This design comes from an exercise in tuning for small area and few clock cycles on the open sky130 flow, not from production work. Only simulation tests tie the RTL to the original design; equivalence was not proved. Power figures rest on the tool's default switching activity, not on a simulated workload.

Setup of run A:
// cas2wav
module cas2wav #(
    parameter [31:0] OUT_CAP = 32'd2097152,
    parameter [31:0] CAS_CAP = 32'd65536
) (
    input  wire        clk,
    input  wire        rst,           
    input  wire        reg_wr,
    input  wire [7:0]  reg_addr,
    input  wire [31:0] reg_wdata,
    output reg  [31:0] reg_rdata,
    output wire        cas_rd,
    output wire [31:0] cas_addr,
    input  wire [7:0]  cas_rdata,
    output wire        out_wr,
    output wire [31:0] out_addr,
    output wire [7:0]  out_wdata,
    output wire        done
);
    localparam [3:0] S_IDLE   = 4'd0,
                     S_SRD    = 4'd1,    
                     S_SCK    = 4'd2,    
                     S_CRD    = 4'd3,    
                     S_CCK    = 4'd4,    
                     S_SIL    = 4'd5,    
                     S_HDR    = 4'd6,    
                     S_DRD    = 4'd7,    
                     S_DCK    = 4'd8,    
                     S_BYTE   = 4'd9,    
  ...
clock: 8.0 ns
lec_check: 0
abc_area: 1
cap_margin: 20
core_margin: 2
core_utilization: 40
cts_buf_list: sky130_fd_sc_hd__clkbuf_8
slew_margin: 20
standard.sh (not shown) runs the stock make flow with config.mk's settings and CLKGATE_MAP_FILE= SYNTH_SCRIPT=/design/flow/synth_recipe.tcl, a recipe that flattens the netlist after the stock synthesis.
==> flow/flow/run.sh <==
#!/bin/bash
# The standard layout (standard.sh) with these changes made through ORFS's
# own hooks:
#  - after floorplan, the combinational logic is re-synthesized for area by
#    OpenROAD's restructure (ABC); registers are not touched;
#  - ports are buffered with the smallest buffer, buf_1, which the resizer
#    may still upsize;
#  - clock tree synthesis uses clkbuf_8 and no dummy loads.
# Each tool's output stays in its ORFS log; make's output goes to standard.log.
set -euo pipefail
W=$PWD
export OWN_FLOW_DIR=$W/flow
export POST_FLOORPLAN_TCL=$W/flow/restructure.tcl
export BUFFER_PORTS_ARGS="-buffer_cell sky130_fd_sc_hd__buf_1"
export CTS_ARGS="-sink_clustering_enable -repair_clock_nets -buf_list sky130_fd_sc_hd__clkbuf_8 -dont_use_dummy_load"
bash standard.sh > standard.log 2>&1
Other scripts of this flow, unchanged in this note and not shown: flow/flow/libfilter.py, flow/flow/restructure.tcl
Testbench counts of run A, summed over its fixed seeds: cycles 10,482,878.
#### Input delta (run B over run A)
- CORE_UTILIZATION changed from 40 to 60
## What came out
Comparing run B and run A, the lower total number of cells along the worst setup path was measured on run B.
Comparing run B and run A, the lower inserted tap cell count was measured on run B.
Re hold buffer count at cts: no difference whatsoever between run B and run A.
Final hold slack across run B and run A: no real change.
Delta (run B minus run A): slack of the critical path moved down, core utilization saw an increase.
The following lists how run C was set up differently from run B:
- CORE_UTILIZATION: 60 -> 40
-- flow/flow/run.sh --
<<< run B, line 1
#!/bin/bash
# The standard layout (standard.sh) with these changes made through ORFS's
# own hooks:
#  - after floorplan, the combinational logic is re-synthesized for area by
>>> run C, line 1
#!/bin/bash
# The standard layout (standard.sh) with two changes made through ORFS's
# own hooks:
#  - after floorplan, the combinational logic is re-synthesized for area by
==> summary.txt <==
Run C ends up with higher area added between synthesis and finish than run B does.
Taking run B as the reference point, the final total power of run C rises by 0.37%.
On run C: maximum frequency is 0.00088 GHz higher than what run B gave.
Run C vs run B: number of well-tap cells placed up by more than a quarter
Measured against run C, the number of cell instances on the worst register-to-register path of run B comes out at 0.920 times the reference value.
Looking at run C and run B, the share of total power in combinational logic is a wash.
Delta(met1 global-route usage, run C - run B) < 0
Going from run B to run C, detailed router's first-iteration violation count shrinks by 4.7%.
Input-level comparison between run D and run C:
==> flow/flow/run.sh <==
#!/bin/bash
# The standard layout (standard.sh) with two changes made through ORFS's
# own hooks:
#  - after floorplan, the combinational logic is re-synthesized for area by
#    OpenROAD's restructure (ABC); registers are not touched;
#  - ports are buffered with the smallest buffer, buf_1, which the resizer
#    may still upsize.
# Each tool's output stays in its ORFS log; make's output goes to standard.log.
set -euo pipefail
W=$PWD
export OWN_FLOW_DIR=$W/flow
export POST_FLOORPLAN_TCL=$W/flow/restructure.tcl
export BUFFER_PORTS_ARGS="-buffer_cell sky130_fd_sc_hd__buf_1"
bash standard.sh > standard.log 2>&1
Results
Upper clock frequency limit down 0.44% in run D wrt run C. Looking at internal cell power across run D and run C, the one that comes out lower is run C. Compare run D and run C | final critical path time including I/O delays and setup lower: run C. The clock network fraction of design power of run D exceeds that of run C by 5.6 points. Run D: proportion of power drawn by combinational gates 2.6 points below run C. Any difference in largest stage delay on the critical path between run C and run D is small enough to ignore. For the setup slack after layout, run D came in 0.032 ns lower than run C did. Non-clock buffer count, run D vs run C: up slightly. In run D, utilization of the core after routing is higher than in run C.

## what the ideal ports hide
The results above use ideal ports. As a check the final layouts listed here were re-extracted and re-timed, cells and wires unchanged. Step 1 (the two cells are an assumption about what drives the block):
set clk [get_ports {clk}]
set_driving_cell -lib_cell sky130_fd_sc_hd__clkbuf_16 $clk
set_driving_cell -lib_cell sky130_fd_sc_hd__buf_2 [delete_from_list [all_inputs] $clk]
Step 2 moves the port delays by t, midway between the first and last clock arrival at a register: inputs arrive t later, outputs are due t later. That takes back most of the time a late clock gives input paths. Three values: ideal, step 1, step 2; two values: the first two.
run | t (ns) | setup WS [ns] | worst setup path after step 2 | clock arrival spread, ns
run A | 0.516 | 0.746 / 0.698 / 1.215 | register to output | 0.055 / 0.055
run B | 0.485 | 0.700 / 0.656 / 1.141 | register to output | 0.060 / 0.060
run C | 0.516 | 0.746 / 0.698 / 1.215 | register to output | 0.055 / 0.055
run D | 0.544 | 0.714 / 0.666 / 1.210 | register to output | 0.022 / 0.022
After both steps setup and hold are still met in every run listed.
